This is an optimization exercise on Yosys and OpenROAD, whose aim is small area, a short achievable clock period and few clock cycles per item, not a production implementation.
The RTL was checked by simulation tests, not by an equivalence proof against the original design.

// lfo_tick
module lfo_tick (
    input  wire        clk,
    input  wire        rst,
    input  wire        cmd_valid,
    output wire        cmd_ready,
    input  wire [1:0]  cmd_op,
    input  wire [31:0] cmd_arg,
    input  wire [31:0] cmd_x0,
    input  wire [31:0] cmd_x1,
    output reg         res_valid,
    output reg  [31:0] res_y0,
    output reg  [31:0] res_y1,
    output reg  [31:0] res_mult,
    output reg  [31:0] res_sins,
    output reg  [31:0] res_phase
);
    localparam [1:0] OP_TICK  = 2'd0;
    localparam [1:0] OP_PINC  = 2'd1;
    localparam [1:0] OP_PHASE = 2'd2;
    localparam [31:0] ONE_F      = 32'h3F800000;
    localparam [30:0] TWO_PI_M   = 31'h40C90FDB;
    localparam [31:0] QNAN       = 32'h7FC00000;
    localparam [2:0] P_IDLE = 3'd0;    
    localparam [2:0] P_WAIT = 3'd1;    
    localparam [2:0] P_G1   = 3'd2;    
    localparam [2:0] P_G2   = 3'd3;    
    localparam [2:0] P_G3   = 3'd4;    
    localparam [2:0] P_AL   = 3'd5;    
    reg  [2:0]  pst;
    reg         rdy;
    reg         cv;
    reg  [1:0]  c_op;
    reg  [31:0] c_arg, c_x0, c_x1;
    assign cmd_ready = rdy;
    wire acc = cmd_valid & rdy;
    wire go  = cv & (pst == P_IDLE);
    wire go_tick = go & (c_op == OP_TICK);
    reg  [2:0]  pst_n;
    wire cv_n = acc | (cv & ~go);
    always @(posedge clk) begin
        if (rdy) begin
            c_op  <= cmd_op;
            c_arg <= cmd_arg;
            c_x0  <= cmd_x0;
            c_x1  <= cmd_x1;
        end
        if (rst) begin
            cv  <= 1'b0;
            rdy <= 1'b1;
        end else begin
            cv  <= cv_n;
            rdy <= ~cv_n | (pst_n == P_IDLE);
        end
    end
    reg  [31:0] phase, pinc;
    reg  [25:0] par;       
    reg         pst_k;     
    reg         pswp;      
    reg         pok;       
  ...
Size in the first run: roughly 19000 cells after synthesis, ~140000 um^2 of cells after synthesis.
==> flow/config.mk <==
export PLATFORM = sky130hd
export DESIGN_NAME = lfo_tick
export DESIGN_NICKNAME = lfo_tick
export VERILOG_FILES = /design/flow/design.v
export SDC_FILE = /design/flow/constraint.sdc
export NUM_CORES = 8
export LEC_CHECK = 0
export ABC_AREA = 1
export CAP_MARGIN = 20
export CORE_MARGIN = 2
export CORE_UTILIZATION = 30
export CTS_BUF_LIST = sky130_fd_sc_hd__clkbuf_8
export SLEW_MARGIN = 20
export SYNTH_MEMORY_MAX_BITS = 65536
==> flow/constraint.sdc <==
create_clock -name core_clock -period 24.0 [get_ports {clk}]
set_input_delay 4.8000 -clock core_clock [delete_from_list [all_inputs] [get_ports {clk}]]
set_output_delay 4.8000 -clock core_clock [all_outputs]
set_load 0.01 [all_outputs]
standard.sh (not shown) runs the stock make flow with config.mk's settings and CLKGATE_MAP_FILE= SYNTH_SCRIPT=/design/flow/synth_recipe.tcl, a recipe that flattens the netlist after the stock synthesis.
==> flow/flow/run.sh <==
#!/bin/bash
set -euo pipefail
MARGIN=$(cat flow/margin.txt)
EXTRA=""
if [[ -f flow/extra.txt ]]; then EXTRA=$(cat flow/extra.txt); fi
bash standard.sh SETUP_SLACK_MARGIN=$MARGIN $EXTRA finish > layout.log 2>&1
==> flow/flow/margin.txt <==
17.7
Testbench counts at the start, summed over its fixed seeds: cycles 4,250, items 4,096.
Then changed:
==> flow/flow/extra.txt (new file) <==
REMOVE_ABC_BUFFERS=1
CTS_BUF_LIST = not set   (was sky130_fd_sc_hd__clkbuf_8)
=>
- non-clock buffer count increases by 44
- maximum frequency increases by 4.2%
- clock skew decreases by 0.071 ns
- setup slack gains 0.26 ns
- clock-buffer cell count decreases by 119
- first-iteration DRC count decreases by 5.5%
- sequential cell count stays the same

* * *

== v20 ==
Starting RTL as in the previous note.
clock: 24.0 ns
lec_check: 0
abc_area: 1
cap_margin: 20
core_margin: 2
core_utilization: 30
cts_cluster_diameter: 80
cts_cluster_size: 30
slew_margin: 20
synth_memory_max_bits: 65536
Scripts as last shown in full above: flow/flow/run.sh, flow/flow/margin.txt
v20: flow completed, timing, DRC and antenna clean
Testbench counts of v20, summed over its fixed seeds: cycles 4,250, items 4,096.
> inputs changed (v20 -> v25)
Settings: setting CTS_BUF_LIST to sky130_fd_sc_hd__clkbuf_4 sky130_fd_sc_hd__clkbuf_8 sky130_fd_sc_hd__clkbuf_16 for the first time.
==> flow/flow/extra.txt (new file) <==
REMOVE_ABC_BUFFERS=1
Notes after the runs:
The count of placed standard cells including taps was comparable across v25 and v20. v25 vs. v20: total of cells resized after clock tree synthesis now larger; post-layout instance count excluding filler cells essentially unchanged; overall global routing resource usage rose by 0.67 points; final worst-path cycle share has remained practically unchanged. Between v20 and v25, the sequential portion of the cell area figures differ only marginally. After detailed routing, v20 needs less wire than v25.

[static timing again, ports no longer ideal]
How much do the figures lean on ideal ports? The routed layouts below were timed once more, with nothing changed but the port constraints.
Step 1 sets driving cells, clkbuf_16 on the clock port and buf_2 on the other inputs (assumed; they add their load-dependent delay and slew).
Step 2 also shifts input and output timing later by t, the mid clock arrival at the registers, as if the neighbouring blocks saw the same clock.
a / b / c = ideal ports / drivers / drivers and shift; a / b = the first two.
run | shift t [ns] | slack for setup (ns) | worst setup path after step 2 | worst register clock-pin slew, ns | pins driven straight from the clock port
the first run of note 1 | 1.242 | 17.442 / 17.354 / 17.442 | register to register | 0.08 / 0.08 | 1
the second run of note 1 | 1.043 | 17.707 / 17.587 / 17.412 | input to register | 0.09 / 0.09 | 1
v20 | 1.054 | 17.678 / 17.550 / 17.455 | input to register | 0.11 / 0.11 | 1
v25 | 1.077 | 17.650 / 17.524 / 17.529 | input to register | 0.11 / 0.11 | 1
After both steps setup and hold are still met in every run listed. For the second run of note 1, which loses most, drivers alone change the setup slack by -0.120 ns; drivers and shift together by -0.295 ns.
